From an optimization exercise on the open Yosys and OpenROAD flow, aimed at small area; shortcuts taken in it are not production practice.
The RTL was checked by simulation tests, not by an equivalence proof against the original design.
No activity file was given, so power comes from the tool's default toggle rates.

==> inputs of job 6273 <==
==> flow/design.v (excerpt) <==
module tripolar_pce #(
    parameter FULL_SCALE      = 1000,
    parameter CYCLE_LENGTH    = 8000,
    parameter DEAD_TIME       = 32,
    parameter MIN_TIMER_DELTA = 64,
    parameter INIT_DELAY      = 8000
) (
    input  wire        clk,
    input  wire        rst,         
    input  wire        op_valid,
    input  wire [2:0]  op_code,
    input  wire [1:0]  op_ch,
    input  wire [15:0] op_val,
    output wire        op_ready,
    output wire [5:0]  fet,         
    output wire        busy
);
==> module tripolar_pce, before the edit <==
module tripolar_pce #(
    parameter FULL_SCALE      = 1000,
    parameter CYCLE_LENGTH    = 8000,
    parameter DEAD_TIME       = 32,
    parameter MIN_TIMER_DELTA = 64,
    parameter INIT_DELAY      = 8000
) (
    input  wire        clk,
    input  wire        rst,         
    input  wire        op_valid,
    input  wire [2:0]  op_code,
    input  wire [1:0]  op_ch,
    input  wire [15:0] op_val,
    output wire        op_ready,
    output wire [5:0]  fet,         
    output wire        busy
);
    reg [9:0]  da, db, dc;       
    reg [9:0]  pa, pb, pc;       
    reg [9:0]  aa, ab, ac;       
    reg        idle;             
    reg        pend;
    reg        upd;
    reg        enabled;
    reg        wt;               
    reg [2:0]  cur;              
    reg [15:0] p;                
    reg [2:0]  lb;               
    assign busy = pend;
    function automatic lt10(input [9:0] x, input [9:0] y);
        integer i;
        begin
            lt10 = 1'b0;
            for (i = 0; i < 10; i = i + 1)
                lt10 = (~x[i] & y[i]) | ((~x[i] | y[i]) & lt10);
        end
    endfunction
    wire c_ab = lt10(ab, aa);    
    wire c_ac = lt10(ac, aa);
    wire c_bc = lt10(ac, ab);
    wire a1 = c_ab | c_ac,   a2 = c_ab & c_ac;
    wire b1 = ~c_ab | c_bc,  b2 = ~c_ab & c_bc;
    wire c1 = ~c_ac | ~c_bc, c2 = ~c_ac & ~c_bc;
    wire [1:0] r  = cur[2:1];
    wire cu1 = (cur == 3'd1);
    wire ge3 = (cur >= 3'd3), ge5 = (cur >= 3'd5), ge7 = (cur == 3'd7);
    wire r1  = (r == 2'd1), r2 = (r == 2'd2);
    assign fet[0] = cu1 | r1 & a1 | r2 & a2;
    assign fet[1] = ge7 | ge5 & ~a2 | ge3 & ~a1;
    assign fet[2] = cu1 | r1 & b1 | r2 & b2;
    assign fet[3] = ge7 | ge5 & ~b2 | ge3 & ~b1;
    assign fet[4] = cu1 | r1 & c1 | r2 & c2;
    assign fet[5] = ge7 | ge5 & ~c2 | ge3 & ~c1;
    wire sa = (r == 2'd0) ? ~a1 : r1 ? a1 & ~a2 : a2;
    wire sb = (r == 2'd0) ? ~b1 : r1 ? b1 & ~b2 : b2;
    wire sc = (r == 2'd0) ? ~c1 : r1 ? c1 & ~c2 : c2;
    wire [9:0]  ks   = ({10{sa}} & aa) | ({10{sb}} & ab) | ({10{sc}} & ac);
    wire        ke   = &ks[9:5];                  
    wire [10:0] kc   = {ks[9:6], ks[5] & ~ke, ks[4:0] | {5{ke}}, ke};
    wire        tall = idle | (r == 2'd3);       
    wire [10:0] tc   = tall ? {10'd996, 1'b0} : kc;
    wire [15:0] pn  = p + 16'd1;
    wire [10:0] pcm = {pn[12:3], pn[0]};
    wire [11:0] dx  = {1'b0, tc} - {1'b0, pcm};
    wire        dz  = (dx == 12'd0);
    wire        eqt = dz & (pn[15:13] == 3'd0) & (pn[2] == pn[0]) & (pn[1] == pn[0]);
    wire        chn = dx[11] | dz;               
    wire        urg = dx[11] | (dx[10:4] == 7'd0);
    wire        eql = (pn[4:0] == {lb[2], lb[1], {3{lb[0]}}});
    wire evw    = ~idle & ~cur[0];               
    wire fire_a = evw ? eql : (eqt & (wt | enabled));
    wire chain  = fire_a & evw & chn;            
    wire alloff = fire_a & (tall & ~evw | chain & (cur == 3'd6));
    wire swap   = alloff & pend;
    wire pend_b = pend & ~swap;
    wire [2:0] cur_b  = ~fire_a ? cur :
                        alloff  ? 3'd0 :
                        cur + {chain, ~chain};
    wire       wait_b = ~fire_a ? wt :
                        alloff  ? (~idle | pend) :
                        (evw & ~chn) ? urg : 1'b1;
    assign op_ready = ~wait_b;
    wire host   = op_valid & ~wait_b;
    wire op_set = host & (op_code == 3'd0);
    wire op_upd = host & (op_code == 3'd1);
    wire op_tck = host & (op_code == 3'd2);
    wire op_ena = host & (op_code == 3'd3);
    wire op_ini = host & (op_code == 3'd4);
    wire build  = (op_upd | op_tck & upd) & ~pend_b;
    wire       vsat = (|op_val[15:10]) | (&op_val[9:5]);
    wire [9:0] sval = {op_val[9:5] | {5{vsat}}, op_val[4:0] & {5{~vsat}}};
    wire       clr  = rst | op_ini;
    wire [9:0] dval = sval & {10{~clr}};
    wire       we_a = clr | op_set & (op_ch == 2'd0);
    wire       we_b = clr | op_set & (op_ch == 2'd1);
    wire       we_c = clr | op_set & (op_ch == 2'd2);
    always @(posedge clk) begin
        if (rst || op_ini) begin
            upd     <= 1'b0;
            idle    <= 1'b1;
            pend    <= 1'b0;
            enabled <= 1'b0;
            wt      <= 1'b0;
            cur     <= 3'd0;
            p       <= 16'hffe0;
        end else begin
            p    <= alloff ? 16'hffe0 : pn;
            cur  <= cur_b;
            wt   <= wait_b;
            idle <= idle & ~swap;
            pend <= pend_b | build;
            upd  <= ~build & (upd | op_upd);
            if (op_ena) enabled <= op_val[0];
        end
        if (we_a) da <= dval;
        if (we_b) db <= dval;
        if (we_c) dc <= dval;
        if (fire_a) lb <= alloff ? 3'd0 : {pn[4], pn[3], pn[0]};
        if (swap) begin
            aa <= pa;
            ab <= pb;
            ac <= pc;
        end
        if (build) begin
            pa <= da;
            pb <= db;
            pc <= dc;
        end
    end
endmodule
Settings: LEC_CHECK=0, CAP_MARGIN=20, CORE_MARGIN=2, CORE_UTILIZATION=40, PLACE_DENSITY=0.6, SLEW_MARGIN=20; clock period 18.0 ns.
run.sh (not shown) runs the stock make flow with config.mk's settings and CLKGATE_MAP_FILE= SYNTH_SCRIPT=/design/flow/synth_recipe.tcl, a recipe that flattens the netlist after the stock synthesis.
==> inputs of job 6743, as changes to job 6273 <==
--- a/flow/design.v
+++ b/flow/design.v
@@ -27,3 +27,2 @@
     reg [15:0] p;                
-    reg [2:0]  lb;               
     assign busy = pend;
@@ -53,18 +52,34 @@
     assign fet[5] = ge7 | ge5 & ~c2 | ge3 & ~c1;
-    wire sa = (r == 2'd0) ? ~a1 : r1 ? a1 & ~a2 : a2;
-    wire sb = (r == 2'd0) ? ~b1 : r1 ? b1 & ~b2 : b2;
-    wire sc = (r == 2'd0) ? ~c1 : r1 ? c1 & ~c2 : c2;
+    wire        tall = idle | (r == 2'd3);       
+    wire sa = ~tall & ((r == 2'd0) ? ~a1 : r1 ? a1 & ~a2 : a2);
+    wire sb = ~tall & ((r == 2'd0) ? ~b1 : r1 ? b1 & ~b2 : b2);
+    wire sc = ~tall & ((r == 2'd0) ? ~c1 : r1 ? c1 & ~c2 : c2);
     wire [9:0]  ks   = ({10{sa}} & aa) | ({10{sb}} & ab) | ({10{sc}} & ac);
     wire        ke   = &ks[9:5];                  
-    wire [10:0] kc   = {ks[9:6], ks[5] & ~ke, ks[4:0] | {5{ke}}, ke};
-    wire        tall = idle | (r == 2'd3);       
-    wire [10:0] tc   = tall ? {10'd996, 1'b0} : kc;
-    wire [15:0] pn  = p + 16'd1;
+    wire [10:0] tc   = {ks[9:6], ks[5] & ~ke, ks[4:0] | {5{ke}}, ke} | ({11{tall}} & {10'd996, 1'b0});
+    reg  [15:0] pcy;
+    integer ci;
+    always @* begin
+        pcy[0] = 1'b1;
+        for (ci = 1; ci < 16; ci = ci + 1) pcy[ci] = pcy[ci-1] & p[ci-1];
+    end
+    wire [15:0] pn  = p ^ pcy;
     wire [10:0] pcm = {pn[12:3], pn[0]};
-    wire [11:0] dx  = {1'b0, tc} - {1'b0, pcm};
-    wire        dz  = (dx == 12'd0);
+    wire [10:0] ntc = ~tc;
+    reg  [10:0] sm;
+    reg  [11:0] scy;
+    integer di;
+    always @* begin
+        scy[0] = 1'b0;
+        for (di = 0; di < 11; di = di + 1) begin
+            sm[di]    = ntc[di] ^ pcm[di] ^ scy[di];
+            scy[di+1] = (ntc[di] & pcm[di]) | (ntc[di] & scy[di]) | (pcm[di] & scy[di]);
+        end
+    end
+    wire        neg = scy[11];                   
+    wire        dz  = ~neg & (&sm);              
     wire        eqt = dz & (pn[15:13] == 3'd0) & (pn[2] == pn[0]) & (pn[1] == pn[0]);
-    wire        chn = dx[11] | dz;               
-    wire        urg = dx[11] | (dx[10:4] == 7'd0);
-    wire        eql = (pn[4:0] == {lb[2], lb[1], {3{lb[0]}}});
+    wire        chn = neg | dz;                  
+    wire        urg = neg | (&sm[10:4]);
+    wire        eql = (p[4:0] == {p[15], p[14], 2'b11, p[13]});
     wire evw    = ~idle & ~cur[0];               
@@ -75,2 +90,4 @@
     wire pend_b = pend & ~swap;
+    wire lowin  = fire_a & ~alloff & (cur[0] | chain);    
+    wire oddin  = fire_a & evw & ~chain;                  
     wire [2:0] cur_b  = ~fire_a ? cur :
@@ -80,3 +97,3 @@
                         alloff  ? (~idle | pend) :
-                        (evw & ~chn) ? urg : 1'b1;
+                        oddin   ? urg : 1'b1;
     assign op_ready = ~wait_b;
@@ -97,3 +114,3 @@
     always @(posedge clk) begin
-        if (rst || op_ini) begin
+        if (clr) begin
             upd     <= 1'b0;
@@ -106,3 +123,6 @@
         end else begin
-            p    <= alloff ? 16'hffe0 : pn;
+            if (alloff)     p <= 16'hffe0;
+            else if (lowin) p <= {p[4], p[3], p[0], pn[12:0]};
+            else if (oddin) p <= {3'b000, pn[12:0]};
+            else            p <= pn;
             cur  <= cur_b;
@@ -117,3 +137,2 @@
         if (we_c) dc <= dval;
-        if (fire_a) lb <= alloff ? 3'd0 : {pn[4], pn[3], pn[0]};
         if (swap) begin
==> flow/flow/run.sh (new file) <==
#!/bin/bash
# Layout flow: the standard ORFS flow (standard.sh), with these changes in
# how the layout is made:
#  * Yosys's ABC step maps the logic with an area-oriented script
#    (flow/abc_area.script) instead of the delay-oriented one; the registers
#    are mapped before ABC runs, so they are the standard synthesis's;
#  * CTS takes the arguments in flow/cts_args (no dummy loads, small buffers);
#  * the port buffers are the cell named in flow/port_buffer.
# make's full output goes to flow_make.log here; each ORFS step also keeps its
# own log under orfs/logs.
set -euo pipefail
W=$(pwd)
mkdir -p "$W/scripts_local"
cp -r "$FLOW_HOME/scripts/." "$W/scripts_local/"
cp "$W/flow/abc_area.script" "$W/scripts_local/abc_speed.script"
export SCRIPTS_DIR="$W/scripts_local"
if [[ -f "$W/flow/cts_args" ]]; then
  CTS_ARGS=$(cat "$W/flow/cts_args")
  export CTS_ARGS
fi
if [[ -f "$W/flow/port_buffer" ]]; then
  BUFFER_PORTS_ARGS="-buffer_cell $(cat "$W/flow/port_buffer")"
  export BUFFER_PORTS_ARGS
fi
bash "$W/standard.sh" > "$W/flow_make.log" 2>&1
==> flow/flow/abc_area.script (new file) <==
&get -n
&st
&syn2
&dch -f
&nf -a -R 1000
&put
topo
dnsize
==> flow/flow/cts_args (new file) <==
-sink_clustering_enable -repair_clock_nets -dont_use_dummy_load -buf_list sky130_fd_sc_hd__clkbuf_4
==> flow/flow/port_buffer (new file) <==
sky130_fd_sc_hd__buf_1
==> flow/standard.sh (new file) <==
#!/bin/bash
# synth_recipe.tcl (not shown) runs the flow's synth.tcl, then flattens the netlist and writes it again
# the make line also repeats each setting of config.mk as NAME=value (left out here)
make -C /OpenROAD-flow-scripts/flow DESIGN_CONFIG=/design/flow/config.mk WORK_HOME=/design/flow/orfs CLKGATE_MAP_FILE= SYNTH_SCRIPT=/design/flow/synth_recipe.tcl "${@:-finish}"
CAP_MARGIN = 0   (was 20)
GPL_TIMING_DRIVEN = 0   (was unset)
PLACE_DENSITY = 0.5   (was 0.6)
SLEW_MARGIN = 0   (was 20)
removed: flow/run.sh
==> inputs of job 5870, as changes to job 6273 <==
--- a/flow/design.v
+++ b/flow/design.v
@@ -27,3 +27,2 @@
     reg [15:0] p;                
-    reg [2:0]  lb;               
     assign busy = pend;
@@ -61,10 +60,27 @@
     wire [10:0] tc   = tall ? {10'd996, 1'b0} : kc;
-    wire [15:0] pn  = p + 16'd1;
+    reg  [15:0] pcy;
+    integer ci;
+    always @* begin
+        pcy[0] = 1'b1;
+        for (ci = 1; ci < 16; ci = ci + 1) pcy[ci] = pcy[ci-1] & p[ci-1];
+    end
+    wire [15:0] pn  = p ^ pcy;
     wire [10:0] pcm = {pn[12:3], pn[0]};
-    wire [11:0] dx  = {1'b0, tc} - {1'b0, pcm};
-    wire        dz  = (dx == 12'd0);
+    wire [10:0] ntc = ~tc;
+    reg  [10:0] sm;
+    reg  [11:0] scy;
+    integer di;
+    always @* begin
+        scy[0] = 1'b0;
+        for (di = 0; di < 11; di = di + 1) begin
+            sm[di]    = ntc[di] ^ pcm[di] ^ scy[di];
+            scy[di+1] = (ntc[di] & pcm[di]) | (ntc[di] & scy[di]) | (pcm[di] & scy[di]);
+        end
+    end
+    wire        neg = scy[11];                   
+    wire        dz  = ~neg & (&sm);              
     wire        eqt = dz & (pn[15:13] == 3'd0) & (pn[2] == pn[0]) & (pn[1] == pn[0]);
-    wire        chn = dx[11] | dz;               
-    wire        urg = dx[11] | (dx[10:4] == 7'd0);
-    wire        eql = (pn[4:0] == {lb[2], lb[1], {3{lb[0]}}});
+    wire        chn = neg | dz;                  
+    wire        urg = neg | (&sm[10:4]);
+    wire        eql = (pn[4:0] == {~p[15], ~p[14], {3{~p[13]}}});
     wire evw    = ~idle & ~cur[0];               
@@ -75,2 +91,4 @@
     wire pend_b = pend & ~swap;
+    wire lowin  = fire_a & ~alloff & (cur[0] | chain);    
+    wire oddin  = fire_a & evw & ~chain;                  
     wire [2:0] cur_b  = ~fire_a ? cur :
@@ -80,3 +98,3 @@
                         alloff  ? (~idle | pend) :
-                        (evw & ~chn) ? urg : 1'b1;
+                        oddin   ? urg : 1'b1;
     assign op_ready = ~wait_b;
@@ -97,3 +115,3 @@
     always @(posedge clk) begin
-        if (rst || op_ini) begin
+        if (clr) begin
             upd     <= 1'b0;
@@ -106,3 +124,6 @@
         end else begin
-            p    <= alloff ? 16'hffe0 : pn;
+            if (alloff)     p <= 16'hffe0;
+            else if (lowin) p <= {~pn[4], ~pn[3], ~pn[0], pn[12:0]};
+            else if (oddin) p <= {3'b000, pn[12:0]};
+            else            p <= pn;
             cur  <= cur_b;
@@ -117,3 +138,2 @@
         if (we_c) dc <= dval;
-        if (fire_a) lb <= alloff ? 3'd0 : {pn[4], pn[3], pn[0]};
         if (swap) begin
==> flow/flow/run.sh (new file) <==
#!/bin/bash
# Layout flow: the standard ORFS flow (standard.sh), with these changes in
# how the layout is made:
#  * Yosys's ABC step maps the logic with an area-oriented script
#    (flow/abc_area.script) instead of the delay-oriented one; the registers
#    are mapped before ABC runs, so they are the standard synthesis's;
#  * CTS takes the arguments in flow/cts_args (no dummy loads, small buffers);
#  * the port buffers are the cell named in flow/port_buffer.
# make's full output goes to flow_make.log here; each ORFS step also keeps its
# own log under orfs/logs.
set -euo pipefail
W=$(pwd)
mkdir -p "$W/scripts_local"
cp -r "$FLOW_HOME/scripts/." "$W/scripts_local/"
cp "$W/flow/abc_area.script" "$W/scripts_local/abc_speed.script"
export SCRIPTS_DIR="$W/scripts_local"
if [[ -f "$W/flow/cts_args" ]]; then
  CTS_ARGS=$(cat "$W/flow/cts_args")
  export CTS_ARGS
fi
if [[ -f "$W/flow/port_buffer" ]]; then
  BUFFER_PORTS_ARGS="-buffer_cell $(cat "$W/flow/port_buffer")"
  export BUFFER_PORTS_ARGS
fi
bash "$W/standard.sh" > "$W/flow_make.log" 2>&1
==> flow/flow/abc_area.script (new file) <==
&get -n
&st
&syn2
&dch -f
&nf -a -R 1000
&put
topo
dnsize
==> flow/flow/cts_args (new file) <==
-sink_clustering_enable -repair_clock_nets -dont_use_dummy_load -buf_list sky130_fd_sc_hd__clkbuf_4
==> flow/flow/port_buffer (new file) <==
sky130_fd_sc_hd__buf_1
==> flow/standard.sh (new file) <==
#!/bin/bash
# synth_recipe.tcl (not shown) runs the flow's synth.tcl, then flattens the netlist and writes it again
# the make line also repeats each setting of config.mk as NAME=value (left out here)
make -C /OpenROAD-flow-scripts/flow DESIGN_CONFIG=/design/flow/config.mk WORK_HOME=/design/flow/orfs CLKGATE_MAP_FILE= SYNTH_SCRIPT=/design/flow/synth_recipe.tcl "${@:-finish}"
removed: flow/run.sh
==> qor summary <==
item	job 5870	job 6743	job 6273
P_int	0.337 mW	0.338 mW	0.566 mW
Compound-Gate Fraction of Synth Area	11.2%	8.71%	16.9%
Cell count of the worst reg-to-reg path	41	40	22
Yosys cell types	46	40	71
Sink of the worst hold path	ac[0]$_DFFE_PP_	ab[0]$_DFFE_PP_	ab[4]$_DFFE_PP_
Status	no timing/DRC/antenna violations	no timing/DRC/antenna violations	no timing/DRC/antenna violations
Via Count	3149	2994	4146
Largest net degree at the start of global routing	32	31	32
Utilization after layout	45.5%	45.5%	48.7%
Insertion delay to the later sink of the worst-skew pair	0.50 ns	0.51 ns	0.42 ns
Clk_skew	0.0254 ns	0.0390 ns	0.0100 ns
Synth Area in Simple Gates	11.6%	11.2%	14.6%
Global routing usage on met1	19.9%	18.8%	20.0%
Met1 layer wirelength in the final routing	4240 um	3900 um	5350 um
Number of buffer and inverter instances along the worst setup path	3	3	2
HPWL after detailed placement	6640 um	6670 um	9060 um

## static timing again, ports no longer ideal
The flow's constraints put no driver on any port. The routed layouts listed below were extracted and timed again, unchanged, in two steps. Step 1 assumes that a clkbuf_16 drives the clock port and a buf_2 every other input. Step 2, shift: input delay + t, output delay - t, t = (earliest + latest rising clock arrival at the registers) / 2. This alone moves slack from input paths to output paths. Slacks: no drivers / after step 1 / after step 2; pairs: no drivers / after step 1.
| run | t (ns) | slack for setup (ns) | worst register clock-pin slew, ns | worst data-port slew with drivers (ns) |
|---|---|---|---|---|
| job 6273 | 0.453 | 7.186 / 7.145 / 7.598 | 0.06 / 0.06 | 0.03 |
| job 6743 | 0.528 | 1.591 / 1.558 / 2.086 | 0.11 / 0.11 | 0.03 |
| job 5870 | 0.522 | 2.669 / 2.636 / 3.158 | 0.09 / 0.09 | 0.04 |
After both steps setup and hold are still met in every run listed.
